This is an optimization exercise on Yosys and OpenROAD, whose aim is a short achievable clock period, not a production implementation. The RTL was checked by simulation tests, not by an equivalence proof against the original design. Power is estimated from default activity; no workload was simulated.

==> indigo <==
## fdc_bridge_core
module fdc_bridge_core (
    input  wire         clk,
    input  wire         rst,
    input  wire [3:0]   op,
    input  wire [1:0]   op_idx,         
    input  wire [15:0]  op_wdata,       
    input  wire         op_drive,       
    input  wire         op_level,       
    input  wire [2:0]   op_bit,         
    input  wire [127:0] key_matrix,     
    input  wire [7:0]   ctl_data_in,    
    input  wire [7:0]   ctl_reg_in,     
    output wire [15:0]  bus_rdata,
    output wire         irq,
    output wire         dmar,
    output wire         ctl_data_wr,
    output wire         ctl_data_rd,
    output wire [7:0]   ctl_data_out,
    output wire         ctl_reg_wr,
    output wire         ctl_reg_rd,
    output wire [1:0]   ctl_reg_addr,
    output wire [7:0]   ctl_reg_out,
    output wire         ctl_soft_reset,
    output wire         ctl_set_floppy,
    output wire [1:0]   ctl_floppy,
    output wire         drv_side,
    output wire [1:0]   drv_motor,
    output wire [6:0]   key_pos,
    output wire         key_pressed,
    output wire [3:0]   rep_an,
    output wire         rep_dg1
);
Settings: LEC_CHECK=0, CAP_MARGIN=20, CORE_MARGIN=2, CORE_UTILIZATION=40, PLACE_DENSITY=0.6, SLEW_MARGIN=20, SYNTH_HIERARCHICAL=1; clock period 12.5 ns.
standard.sh (not shown) runs the stock make flow with config.mk's settings and CLKGATE_MAP_FILE= SYNTH_SCRIPT=/design/flow/synth_recipe.tcl, a recipe that flattens the netlist after the stock synthesis.
==> flow/flow/run.sh <==
#!/bin/bash
set -euo pipefail
bash standard.sh finish SETUP_SLACK_MARGIN=7 \
  "BUFFER_PORTS_ARGS=-buffer_cell sky130_fd_sc_hd__buf_4" > standard_flow.log 2>&1
==> harbor (differences from indigo) <==
--- a/flow/design.v
+++ b/flow/design.v
@@ -75,40 +75,25 @@
     wire nsel0   = d[3] & ~d[0];
     wire cw_start   = c[5] & drq & (c[4] | bs_idle);
     wire cw_rdstart = cw & cw_start & ~c[6];
     wire cw_wrstart = cw & cw_start &  c[6];
     wire rise_rd    = rise & ((bs_idle & den & ~ddw) | bs_rd1);
-    wire s_wr2  = bs_wr2 & ~drq;
-    wire s_rdr  = ~drq & ((bs_idle & den & ~ddw) | bs_rd1);
-    wire s_an2  = ~drq & bs_idle & ~den;
-    wire s_an3  = ~drq & (bs_wr1 | bs_rd2);
-    wire s_none = ~sel0 & ~sel1;
-    fdc_o_data_wr  u_data_wr  (.rst(rst), .op(op), .idx0(op_idx[0]), .lvl(op_level),
-                               .s_wr1(bs_wr1), .s_wr2(s_wr2), .y(ctl_data_wr));
-    fdc_o_data_rd  u_data_rd  (.rst(rst), .op(op), .idx(op_idx), .lvl(op_level),
-                               .c(c[6:4]), .s_rdr(s_rdr), .drq(drq), .s_idle(bs_idle),
-                               .y(ctl_data_rd));
-    fdc_o_cw       u_reg_wr   (.rst(rst), .op(op), .idx(op_idx), .a(c[3]), .b(c[2]),
-                               .y(ctl_reg_wr));
-    fdc_o_cw       u_reg_rd   (.rst(rst), .op(op), .idx(op_idx), .a(~c[3]), .b(c[2]),
-                               .y(ctl_reg_rd));
-    fdc_o_cw       u_soft_rst (.rst(rst), .op(op), .idx(op_idx), .a(c[4]), .b(1'b1),
-                               .y(ctl_soft_reset));
-    fdc_o_setfl    u_setfl    (.rst(rst), .op(op), .idx(op_idx), .c(c[4:2]), .d3(d[3]), .d0(d[0]),
-                               .s_none(s_none), .s_d0(sel0), .s_d1(sel1), .y(ctl_set_floppy));
-    fdc_o_floppy   u_floppy   (.rst(rst), .c(c[3:2]), .d3(d[3]), .d0(d[0]), .y(ctl_floppy));
-    fdc_o_an01     u_an0      (.rst(rst), .op(op), .opc(4'd1), .idx0(op_idx[0]), .s(~bs_rd2),
-                               .y(rep_an[0]));
-    fdc_o_an01     u_an1      (.rst(rst), .op(op), .opc(4'd2), .idx0(op_idx[0]), .s(~bs_wr1),
-                               .y(rep_an[1]));
-    fdc_o_an23     u_an2      (.rst(rst), .op(op), .lvl(op_level), .s(s_an2), .y(rep_an[2]));
-    fdc_o_an23     u_an3      (.rst(rst), .op(op), .lvl(op_level), .s(s_an3), .y(rep_an[3]));
-    fdc_o_dg1      u_dg1      (.rst(rst), .op(op), .idx(op_idx), .c(c[3:2]), .d3(d[3]), .d0(d[0]),
-                               .y(rep_dg1));
+    assign ctl_data_wr    = ~rst & ((dw & bs_wr1) | (rise & bs_wr2));
     assign ctl_data_out   = bs_wr1 ? ~c : ~wl;
+    assign ctl_data_rd    = ~rst & (rise_rd | cw_rdstart);
+    assign ctl_reg_wr     = ~rst & cw & c[3] & c[2];
+    assign ctl_reg_rd     = ~rst & cw & ~c[3] & c[2];
     assign ctl_reg_addr   = c[1:0];
     assign ctl_reg_out    = ~d;
+    assign ctl_soft_reset = ~rst & cw & c[4];
+    assign ctl_set_floppy = rst | (cw & (c[4] | (dcrw & ((nsel1 ^ sel1) | (nsel0 ^ sel0)))));
+    assign ctl_floppy     = {~rst & dcrw & nsel1, ~rst & dcrw & nsel0};
+    assign rep_an[0]      = ~rst & dr & ~bs_rd2;
+    assign rep_an[1]      = ~rst & dw & ~bs_wr1;
+    assign rep_an[2]      = ~rst & rise & bs_idle & ~den;
+    assign rep_an[3]      = ~rst & rise & (bs_wr1 | bs_rd2);
+    assign rep_dg1        = ~rst & cw & dcrw & ~d[3] & ~d[0];
     wire idx3 = op_idx[1] & op_idx[0];
     assign bus_rdata   = idx3 ? IDX3_READ_VALUE : ol;
     assign irq         = |(mask & pend);
     assign dmar        = bs_wr1 | bs_rd2;
     assign drv_side    = ~dcr[7];
@@ -123,11 +108,11 @@
     end
     assign key_pos     = kpos_r;
     assign key_pressed = |(kone & kprev);
     wire [127:0] kdiff = key_matrix ^ kprev;
     wire [127:0] ka    = kdiff & kgt;
-    wire [127:0] kb    = kdiff | kone;    
+    wire [127:0] kb    = kdiff;
     wire [127:0] pa_l [0:7];
     wire [127:0] pb_l [0:7];
     assign pa_l[0] = {ka[126:0], 1'b0};
     assign pb_l[0] = {kb[126:0], 1'b0};
     genvar g, q;
@@ -145,15 +130,15 @@
         end
     endgenerate
     wire [127:0] pa    = pa_l[7];
     wire [127:0] pb    = pb_l[7];
     wire         any_a = pa[127] | ka[127];
-    wire         any_d = |kdiff;
-    wire [127:0] kfirst  = kdiff & (any_a ? (kgt & ~pa) : ~pb);
-    wire [127:0] kgt_new = pa | ({128{~any_a}} & pb);
+    wire         any_b = pb[127] | kb[127];
+    wire [127:0] kfirst = any_a ? (ka & ~pa) : (kb & ~pb);
+    wire [127:0] kgt_new = any_a ? pa : pb;
     wire ktick = (op == OP_KTICK) & ~kevt;
-    wire kupd  = ktick & any_d;
+    wire kupd  = ktick & any_b;
     wire srst = rst | (cw & c[4]);
     wire       dip_c  = ~c[7] & ~c[4] & dip;
     wire [1:0] mci_c  = (c[7] | c[4]) ? 2'b00 : mci;
     wire [1:0] wps_c  = c[4] ? 2'b00 : wps;
     wire [1:0] mc_c   = c[4] ? 2'b00 :
@@ -272,14 +257,14 @@
         end
         if (srst) begin
             kprev <= 128'd0;
             kgt   <= {{127{1'b1}}, 1'b0};
             kevt  <= 1'b0;
-        end else if (ktick) begin
+        end else if (kupd) begin
             kprev <= kprev ^ kfirst;
             kgt   <= kgt_new;
-            kevt  <= any_d;
+            kevt  <= 1'b1;
         end else if (op == OP_KACK) begin
             kevt  <= 1'b0;
         end
     end
     always @(posedge clk) begin
@@ -288,47 +273,5 @@
             if (op == OP_FIRQ)     firq <= op_level;
             if (op == OP_RDY)      rdy[op_drive] <= op_level;
         end
     end
 endmodule
-module fdc_o_data_wr (input wire rst, input wire [3:0] op, input wire idx0,
-                      input wire lvl, input wire s_wr1, input wire s_wr2,
-                      output wire y);
-    assign y = ~rst & ~op[3] & ~op[2] & op[1] &
-               ((~op[0] & ~idx0 & s_wr1) | (op[0] & lvl & s_wr2));
-endmodule
-module fdc_o_data_rd (input wire rst, input wire [3:0] op, input wire [1:0] idx,
-                      input wire lvl, input wire [6:4] c, input wire s_rdr,
-                      input wire drq, input wire s_idle, output wire y);
-    assign y = ~rst & ~op[3] & ~op[2] & op[1] &
-               ((op[0] & lvl & s_rdr) |
-                (~op[0] & ~idx[1] & idx[0] & c[5] & ~c[6] & drq & (c[4] | s_idle)));
-endmodule
-module fdc_o_cw (input wire rst, input wire [3:0] op, input wire [1:0] idx,
-                 input wire a, input wire b, output wire y);
-    assign y = ~rst & ~op[3] & ~op[2] & op[1] & ~op[0] & ~idx[1] & idx[0] & a & b;
-endmodule
-module fdc_o_setfl (input wire rst, input wire [3:0] op, input wire [1:0] idx,
-                    input wire [4:2] c, input wire d3, input wire d0,
-                    input wire s_none, input wire s_d0, input wire s_d1,
-                    output wire y);
-    wire mism = (s_none & ~(d3 & d0)) | (s_d0 & ~(d3 & ~d0)) | (s_d1 & d3);
-    assign y = rst | (~op[3] & ~op[2] & op[1] & ~op[0] & ~idx[1] & idx[0] &
-                      (c[4] | (c[3] & ~c[2] & mism)));
-endmodule
-module fdc_o_floppy (input wire rst, input wire [3:2] c, input wire d3, input wire d0,
-                     output wire [1:0] y);
-    assign y = {~rst & c[3] & ~c[2] & ~d3, ~rst & c[3] & ~c[2] & d3 & ~d0};
-endmodule
-module fdc_o_an01 (input wire rst, input wire [3:0] op, input wire [3:0] opc,
-                   input wire idx0, input wire s, output wire y);
-    assign y = ~rst & (op == opc) & ~idx0 & s;
-endmodule
-module fdc_o_an23 (input wire rst, input wire [3:0] op, input wire lvl, input wire s,
-                   output wire y);
-    assign y = ~rst & ~op[3] & ~op[2] & op[1] & op[0] & lvl & s;
-endmodule
-module fdc_o_dg1 (input wire rst, input wire [3:0] op, input wire [1:0] idx,
-                  input wire [3:2] c, input wire d3, input wire d0, output wire y);
-    assign y = ~rst & ~op[3] & ~op[2] & op[1] & ~op[0] & ~idx[1] & idx[0] &
-               c[3] & ~c[2] & ~d3 & ~d0;
-endmodule
==> flow/run.sh (new file) <==
#!/bin/bash
# synth_recipe.tcl (not shown) runs the flow's synth.tcl, then flattens the netlist and writes it again
# the make line also repeats each setting of config.mk as NAME=value (left out here)
make -C /OpenROAD-flow-scripts/flow DESIGN_CONFIG=/design/flow/config.mk WORK_HOME=/design/flow/orfs CLKGATE_MAP_FILE= SYNTH_SCRIPT=/design/flow/synth_recipe.tcl finish
Settings changed: SYNTH_HIERARCHICAL 1 to default.
removed: flow/flow/run.sh
removed: flow/standard.sh
==> juniper (differences from indigo) <==
==> flow/flow/run.sh (replaced) <==
#!/bin/bash
set -euo pipefail
bash standard.sh finish SETUP_SLACK_MARGIN=7 > standard_flow.log 2>&1
==> summary of the runs <==
In synthesized cell count, indigo and juniper do not differ. Setup slack, lowest first: harbor, juniper, indigo. In juniper the synthesized area is higher than in harbor, by about 6%. In indigo the register-to-register slack is lower than in juniper, by 0.31 ns. First-iteration DRC count, lowest first: harbor, indigo, juniper. In juniper the sequential share of layout area is lower than in indigo, by 1.2 points. Non-clock buffer count, lowest first: harbor, indigo, juniper. Critical path depth is the same in harbor and juniper. Hold slack: indigo < harbor < juniper. Sequential cell count is the same in harbor and indigo.
==> figures <==
| quantity | harbor | indigo | juniper |
|---|---|---|---|
| Global routing usage on met1 | 52.58% | 51.53% | 55.83% |
| Result of the run | complete, no violations | complete, no violations | complete, no violations |
| Number of synthesis warnings | 1 | 7 | 7 |
| Plain + repair buffers | 281 | 384 | 450 |
| Worst hold endpoint | mci[1] | wl[7] | wl[7] |
| Complex-gate fraction of the synthesized area | 20.95% | 18.88% | 18.88% |
| Power drawn by the sequential cells | 0.00108 W | 0.00105 W | 0.00105 W |
| Final layout net count | 3443 | 3775 | 3842 |
| Number of multi-input combinational cells in the layout | 2562 | 2813 | 2815 |
| Worst path buffer plus inverter count | 2 | 3 | 3 |
| Worst reg-to-reg path cell count | 10 | 9 | 11 |
| Arrival time of the worst setup path | 5.14 ns | 3.41 ns | 3.50 ns |
| Period utilisation layout | 61.13% | 47.31% | 47.97% |
| Number of vias after detailed routing | 27074 | 29219 | 30900 |
| Largest stage delay, worst path | 0.60 ns | 0.29 ns | 0.51 ns |
| Area Growth Syn to Fin | 19.97% | 26.36% | 34.14% |
| Share of layout cells above drive strength 1 | 4.912% | 18.20% | 18.15% |
| Met3 routed wirelength | 13.05 mm | 16.43 mm | 19.05 mm |
| Count of inserted antenna diode cells | 5 | 4 | 11 |
| Area share of buffers outside the clock network | 10.03% | 11.88% | 14.45% |
| Multi-input gate share of total cell area | 56.32% | 57.89% | 56.85% |
| Setup skew after layout | 0.03575 ns | 0.02496 ns | 0.02221 ns |

[re-timing with driven ports]
Ports are ideal in the flow. The routed layouts listed here were re-timed in OpenROAD.
Step 1 sets driving cells, clkbuf_16 on the clock port and buf_2 on the other inputs (assumed; they add their load-dependent delay and slew).
Step 2 also shifts input and output timing later by t, the mid clock arrival at the registers, as if the neighbouring blocks saw the same clock.
a / b / c = no drivers / after step 1 / after step 2; a / b = the first two.
run | t, ns | setup WS [ns] | worst setup path after step 2
indigo | 0.651 | 6.586 / 6.486 / 6.370 | input to register
harbor | 0.649 | 4.859 / 4.828 / 4.482 | input to register
juniper | 0.660 | 6.503 / 6.451 / 6.306 | input to register
After both steps setup and hold are still met in every run listed. For harbor, which loses most, drivers alone change the setup slack by -0.031 ns; drivers and shift together by -0.377 ns.
